What follows belongs to an exercise in optimizing a design on an open flow for small area, a short achievable clock period and few clock cycles; a production flow would make more cautious choices. RTL that was checked went through simulation tests only; none was proved equivalent to the original. No activity file was given, so power comes from the tool's default toggle rates.

// mctp_tx
module mctp_tx (
    input  wire        clk,
    input  wire        rst,           
    input  wire        start_valid,
    output wire        start_ready,
    input  wire [12:0] cfg_len,       
    input  wire [7:0]  cfg_mtu,       
    input  wire [31:0] cfg_addr,      
    input  wire        cfg_to,        
    input  wire        cfg_pec_xor,   
    input  wire        cfg_mic,       
    input  wire        in_valid,
    output wire        in_ready,
    input  wire [7:0]  in_data,
    output reg         out_valid,
    input  wire        out_ready,
    output reg  [7:0]  out_data,
    output reg         out_sop,       
    output reg         out_eop        
);
    reg        idle, hd, py, pc;
    reg        busy;        
    reg [7:0]  h;           
    reg [31:0] addr;
    reg        to_bit;
    reg        pec_xor;
    reg        mic;
    reg [7:0]  m1;          
    reg [13:0] q;           
    reg        cfl;         
    reg [7:0]  p;           
    reg [2:0]  micn;        
    reg        first_pkt;
    reg        last_pkt;
    reg [1:0]  seq;
    reg [7:0]  crc8;
    reg [31:0] crc32;
  ...
Settings: LEC_CHECK=0, CAP_MARGIN=20, CORE_MARGIN=2, CORE_UTILIZATION=40, CTS_BUF_LIST=sky130_fd_sc_hd__clkbuf_8, CTS_CLUSTER_SIZE=30, SETUP_SLACK_MARGIN=2.8, SLEW_MARGIN=20, SYNTH_HIERARCHICAL=1, TNS_END_PERCENT=10; clock period 5.0 ns.
standard.sh (not shown) runs the stock make flow with config.mk's settings and CLKGATE_MAP_FILE= SYNTH_SCRIPT=/design/flow/synth_recipe.tcl, a recipe that flattens the netlist after the stock synthesis.
==> flow/flow/run.sh <==
#!/bin/bash
# The standard layout (standard.sh: the standard flow's synthesis and ORFS flow), with the
# port buffers made of sky130_fd_sc_hd__buf_1 cells instead of the default
# delay-buffer cells, and clock tree synthesis without dummy loads.
# make's full output goes to flow_make.log.
set -euo pipefail
export BUFFER_PORTS_ARGS="-buffer_cell sky130_fd_sc_hd__buf_1"
export CTS_ARGS="-sink_clustering_enable -repair_clock_nets -dont_use_dummy_load -buf_list sky130_fd_sc_hd__clkbuf_8 -sink_clustering_size 30"
bash standard.sh > flow_make.log 2>&1
==> next run, changes <==
--- a/flow/design.v
+++ b/flow/design.v
@@ -71,28 +71,26 @@
             if (gi == 2)
                 assign len_q[gi] = cfg_len[gi] ^ len_inc ^ len_dec;
             else
                 assign len_q[gi] = cfg_len[gi]
                     ^ (len_inc && cfg_len[gi-1:2] == {(gi-2){1'b1}})
                     ^ (len_dec && cfg_len[gi-1:2] == {(gi-2){1'b0}});
         end
         assign len_q[13] = len_dec && cfg_len[12:2] == 11'd0;
     endgenerate
-    wire        take_in = py && fin;
-    reg  [7:0]  pbo;
-    wire [7:0]  pb = take_in ? in_data : pbo;
+    reg  [7:0]  pb;
     always @(*) begin
         if (py)
-            pbo = mic_byte;
+            pb = fin ? in_data : mic_byte;
         else if (pc)
-            pbo = crc8 ^ ((pec_xor && first_pkt && last_pkt) ? m1 : 8'd0);
+            pb = crc8 ^ ((pec_xor && first_pkt && last_pkt) ? m1 : 8'd0);
         else
-            pbo = ({8{h[0]}} & addr[7:0])   | ({8{h[1]}} & 8'h0F)
+            pb = ({8{h[0]}} & addr[7:0])   | ({8{h[1]}} & 8'h0F)
                | ({8{h[2]}} & (p + 8'd6))  | ({8{h[3]}} & addr[15:8])
                | ({8{h[4]}} & 8'h01)       | ({8{h[5]}} & addr[23:16])
                | ({8{h[6]}} & addr[31:24]) | ({8{h[7]}} & ctrl);
     end
     wire [7:0]  c32x = (py && fin) ? (crc32[7:0] ^ in_data) : 8'd0;
     wire [31:0] c32n;
     wire        c32_ini = first_pkt && (h[0] || h[1] || h[2] || h[3]);
     wire [7:0]  c8b = ({8{h[5]}} & addr[23:16]) | ({8{h[6]}} & addr[31:24])
                     | ({8{h[7]}} & ctrl)         | ({8{py}} & mic_byte);
@@ -186,42 +184,49 @@
     mctp_x2 c8_x7 (.a(c8x[3]), .b(c8x[7]), .y(c8_t12));
     mctp_x2 c8_x8 (.a(c8_t12), .b(c8_t9), .y(c8n[3]));
     mctp_x2 c8_x9 (.a(c8x[2]), .b(c8_t10), .y(c8n[4]));
     mctp_x2 c8_x10 (.a(c8x[5]), .b(c8_t10), .y(c8n[5]));
     mctp_x2 c8_x11 (.a(c8x[4]), .b(c8_t11), .y(c8n[6]));
     mctp_x2 c8_x12 (.a(c8x[7]), .b(c8_t11), .y(c8n[7]));
     assign start_ready = !busy;
     assign in_ready    = in_rdy;
     always @(posedge clk) begin
-        if (adv) begin
+        if (rst) begin
+            out_valid <= 1'b0;
+            skid_v    <= 1'b0;
+        end else if (adv) begin
             if (skid_v) begin
                 out_valid <= 1'b1;
                 out_data  <= skid;
                 out_sop   <= h[1];
                 out_eop   <= idle || h[0];
                 skid_v    <= 1'b0;
             end else begin
                 out_valid <= prod;
-                out_data  <= take_in ? in_data : pbo;
+                out_data  <= pb;
                 out_sop   <= h[0];
                 out_eop   <= pc;
             end
         end else if (prod) begin
             skid   <= pb;
             skid_v <= 1'b1;
         end
-        if (rst) begin
-            out_valid <= 1'b0;
-            skid_v    <= 1'b0;
-        end
     end
     always @(posedge clk) begin
-        begin
+        if (rst) begin
+            idle   <= 1'b1;
+            busy   <= 1'b0;
+            hd     <= 1'b0;
+            h      <= 8'd0;
+            py     <= 1'b0;
+            pc     <= 1'b0;
+            in_rdy <= 1'b0;
+        end else begin
             if (idle) begin
                 addr      <= cfg_addr;
                 to_bit    <= cfg_to;
                 pec_xor   <= cfg_pec_xor;
                 mic       <= cfg_mic;
                 m1        <= mtu_m1;
                 q         <= len_q;
                 first_pkt <= 1'b1;
                 seq       <= 2'd0;
@@ -289,26 +294,18 @@
                 end else begin
                     hd <= 1'b1;
                     h  <= 8'd1;
                 end
             end
             in_rdy <= !(skid_v ? !adv : (prod && !adv)) &&
                       (py ? (acc ? (!p_le && !p_zero) : fin)
                           : (h[7] && prod && !empty && !p_lt));
         end
-        if (rst) begin
-            idle   <= 1'b1;
-            busy   <= 1'b0;
-            hd     <= 1'b0;
-            py     <= 1'b0;
-            pc     <= 1'b0;
-            in_rdy <= 1'b0;
-        end
     end
 endmodule
 module mctp_x2 (
     input  wire a,
     input  wire b,
     output wire y
 );
     assign y = a ^ b;
 endmodule
After rerunning: Cell area grows by 5.7%; sequential cell count is unchanged; critical path depth falls by 2; sequential power goes down by about 5%; non-clock buffer count increases by 16; utilization came out higher by 0.70 points; register-to-register slack is worse by 0.06 ns; hold slack gets better by 0.011 ns; clock power stays flat.
No run of this note included a check of the RTL's function; only the layout flow was run.

========
Another version of the RTL of mctp_tx (not shown whole).
Size in the first run: roughly 860 cells after synthesis, about 150 flip-flops, ~82 I/O pins, about 8700 um2 of cells after synthesis.
Settings: LEC_CHECK=0, CAP_MARGIN=20, CORE_MARGIN=2, CORE_UTILIZATION=40, CTS_BUF_LIST=sky130_fd_sc_hd__clkbuf_8, CTS_CLUSTER_SIZE=30, SETUP_SLACK_MARGIN=2.8, SLEW_MARGIN=20, SYNTH_HIERARCHICAL=1, TNS_END_PERCENT=10; clock period 5.0 ns.
Scripts as last shown in full above: flow/flow/run.sh
Rerun with:
--- a/flow/design.v
+++ b/flow/design.v
@@ -21,21 +21,20 @@
     reg        idle, hd, py, pc;
     reg        busy;        
     reg [7:0]  h;           
     reg [31:0] addr;
     reg        to_bit;
     reg        pec_xor;
     reg        mic;
     reg [7:0]  m1;          
     reg [13:0] q;           
     reg        cfl;         
-    reg        hinc, hdec;  
     reg [7:0]  p;           
     reg [2:0]  micn;        
     reg        first_pkt;
     reg        last_pkt;
     reg [1:0]  seq;
     reg [7:0]  crc8;
     reg [31:0] crc32;
     reg        fb_pend;     
     reg        fin;         
     reg        in_rdy;      
@@ -48,55 +47,51 @@
     wire [8:0]  lo       = {1'b0, q[7:0]} + {1'b0, ~m1};
     wire [5:0]  hi       = q[13:8] - {5'd0, !cfl};
     wire        last_now = q[13] || (q[12:8] == 5'd0 && !cfl);    
     wire        p_lt     = (p[7:3] == 5'd0) && (p[2:0] <  micn);
     wire        p_le     = (p[7:3] == 5'd0) && (p[2:0] <= micn);
     wire        p_zero   = (p == 8'd0);
     wire        empty    = (p == 8'hFF);
     wire [7:0]  ctrl     = {first_pkt, last_pkt, seq, to_bit, 3'd3};
     wire [7:0]  mic_byte = ~crc32[7:0];
     wire [7:0]  mtu_m1;
-    wire [7:0]  len_q;
+    wire [13:0] len_q;
     wire        len_b   = (cfg_len[1:0] == 2'd0);
     wire        len_inc = cfg_mic && !len_b;
     wire        len_dec = !cfg_mic && len_b;
-    wire        len_hinc, len_hdec;
     genvar gi;
     generate
         for (gi = 0; gi < 8; gi = gi + 1) begin : g_m1
             if (gi == 0)
                 assign mtu_m1[gi] = !cfg_mtu[gi];
             else
                 assign mtu_m1[gi] = cfg_mtu[gi] ^ (cfg_mtu[gi-1:0] == {gi{1'b0}});
         end
         assign len_q[1:0] = cfg_len[1:0] - 2'd1;
-        for (gi = 2; gi < 8; gi = gi + 1) begin : g_lq
+        for (gi = 2; gi < 13; gi = gi + 1) begin : g_lq
             if (gi == 2)
                 assign len_q[gi] = cfg_len[gi] ^ len_inc ^ len_dec;
             else
                 assign len_q[gi] = cfg_len[gi]
                     ^ (len_inc && cfg_len[gi-1:2] == {(gi-2){1'b1}})
                     ^ (len_dec && cfg_len[gi-1:2] == {(gi-2){1'b0}});
         end
-        assign len_hinc = len_inc && cfg_len[7:2] == 6'h3F;
-        assign len_hdec = len_dec && cfg_len[7:2] == 6'h00;
+        assign len_q[13] = len_dec && cfg_len[12:2] == 11'd0;
     endgenerate
-    wire        take_in = py && fin;
-    reg  [7:0]  pbo;
-    wire [7:0]  pb = take_in ? in_data : pbo;
+    reg  [7:0]  pb;
     always @(*) begin
         if (py)
-            pbo = mic_byte;
+            pb = fin ? in_data : mic_byte;
         else if (pc)
-            pbo = crc8 ^ ((pec_xor && first_pkt && last_pkt) ? m1 : 8'd0);
+            pb = crc8 ^ ((pec_xor && first_pkt && last_pkt) ? m1 : 8'd0);
         else
-            pbo = ({8{h[0]}} & addr[7:0])   | ({8{h[1]}} & 8'h0F)
+            pb = ({8{h[0]}} & addr[7:0])   | ({8{h[1]}} & 8'h0F)
                | ({8{h[2]}} & (p + 8'd6))  | ({8{h[3]}} & addr[15:8])
                | ({8{h[4]}} & 8'h01)       | ({8{h[5]}} & addr[23:16])
                | ({8{h[6]}} & addr[31:24]) | ({8{h[7]}} & ctrl);
     end
     wire [7:0]  c32x = (py && fin) ? (crc32[7:0] ^ in_data) : 8'd0;
     wire [31:0] c32n;
     wire        c32_ini = first_pkt && (h[0] || h[1] || h[2] || h[3]);
     wire [7:0]  c8b = ({8{h[5]}} & addr[23:16]) | ({8{h[6]}} & addr[31:24])
                     | ({8{h[7]}} & ctrl)         | ({8{py}} & mic_byte);
     wire [7:0]  c8r = h[5] ? 8'h07 : crc8;
@@ -197,66 +192,61 @@
     always @(posedge clk) begin
         if (adv) begin
             if (skid_v) begin
                 out_valid <= 1'b1;
                 out_data  <= skid;
                 out_sop   <= h[1];
                 out_eop   <= idle || h[0];
                 skid_v    <= 1'b0;
             end else begin
                 out_valid <= prod;
-                out_data  <= take_in ? in_data : pbo;
+                out_data  <= pb;
                 out_sop   <= h[0];
                 out_eop   <= pc;
             end
         end else if (prod) begin
             skid   <= pb;
             skid_v <= 1'b1;
         end
         if (rst) begin
             out_valid <= 1'b0;
             skid_v    <= 1'b0;
         end
     end
     always @(posedge clk) begin
         begin
             if (idle) begin
                 addr      <= cfg_addr;
                 to_bit    <= cfg_to;
                 pec_xor   <= cfg_pec_xor;
                 mic       <= cfg_mic;
                 m1        <= mtu_m1;
-                q         <= {1'b0, cfg_len[12:8], len_q};
-                hinc      <= len_hinc;
-                hdec      <= len_hdec;
+                q         <= len_q;
                 first_pkt <= 1'b1;
                 seq       <= 2'd0;
                 h         <= 8'd1;
                 if (start_valid) begin
                     idle <= 1'b0;
                     busy <= 1'b1;
                     hd   <= 1'b1;
                 end
             end
             if (fb_pend && in_rdy)
                 m1 <= in_data;
             if (hd && prod) begin
                 h <= {h[6:0], 1'b0};
                 if (c32_ini)
                     crc32 <= {8'hFF, c32n[23:0]};
                 if (h[0]) begin
                     p       <= q[7:0];
                     q[7:0]  <= lo[7:0];
                     cfl     <= lo[8];
-                    q[13:8] <= q[13:8] + (hinc ? 6'd1 : hdec ? 6'h3F : 6'd0);
-                    hinc    <= 1'b0;
-                    hdec    <= 1'b0;
                 end
                 if (h[1]) begin
                     last_pkt <= last_now;
                     if (last_now) begin
                         q <= 14'h3FFF;
                     end else begin
                         q[13:8] <= hi;
                         p       <= m1;
                     end
                     fb_pend <= last_now && first_pkt;
Worst setup slack degrades by 0.053 ns.
Non-clock buffer count goes down by 14.
Clock skew hardly moves.
Utilization goes down by 0.43 points.
Cell area goes down by a few percent.
Hold slack degrades by 0.0068 ns.
Testbench counts after the change, summed over its fixed seeds: cycles 49,716.
Function not checked in the first run of this note: the RTL went through the layout flow alone.

==> what the ideal ports hide <==
The results above use ideal ports. As a check the final layouts listed here were re-extracted and re-timed, cells and wires unchanged. Step 1: set_driving_cell puts a clkbuf_16 on clk and a buf_2 on each other input, an assumption about the parent block. Step 2 moves the port delays by t, midway between the first and last clock arrival at a register: inputs arrive t later, outputs are due t later. That takes back most of the time a late clock gives input paths. a / b / c = ideal / step 1 / step 2; a / b = the first two.
| run | shift t [ns] | setup slack, ns | worst hold slack (ns) | worst register clock-pin slew, ns | worst slew at a driven data input, ns |
|---|---|---|---|---|---|
| the first run of note 1 | 0.490 | 2.655 / 2.659 / 2.169 | 0.453 / 0.453 / 0.453 | 0.09 / 0.09 | 0.05 |
| the second run of note 1 | 0.494 | 2.553 / 2.556 / 2.062 | 0.464 / 0.464 / 0.464 | 0.10 / 0.10 | 0.05 |
| the first run of note 2 | 0.487 | 2.732 / 2.736 / 2.250 | 0.473 / 0.473 / 0.473 | 0.10 / 0.10 | 0.05 |
| the second run of note 2 | 0.486 | 2.679 / 2.701 / 2.215 | 0.466 / 0.466 / 0.466 | 0.10 / 0.10 | 0.06 |
After both steps every run listed still meets setup and hold. The setup slack of the second run of note 1, which loses most, moves by +0.003 ns with the drivers and by -0.491 ns with both steps.
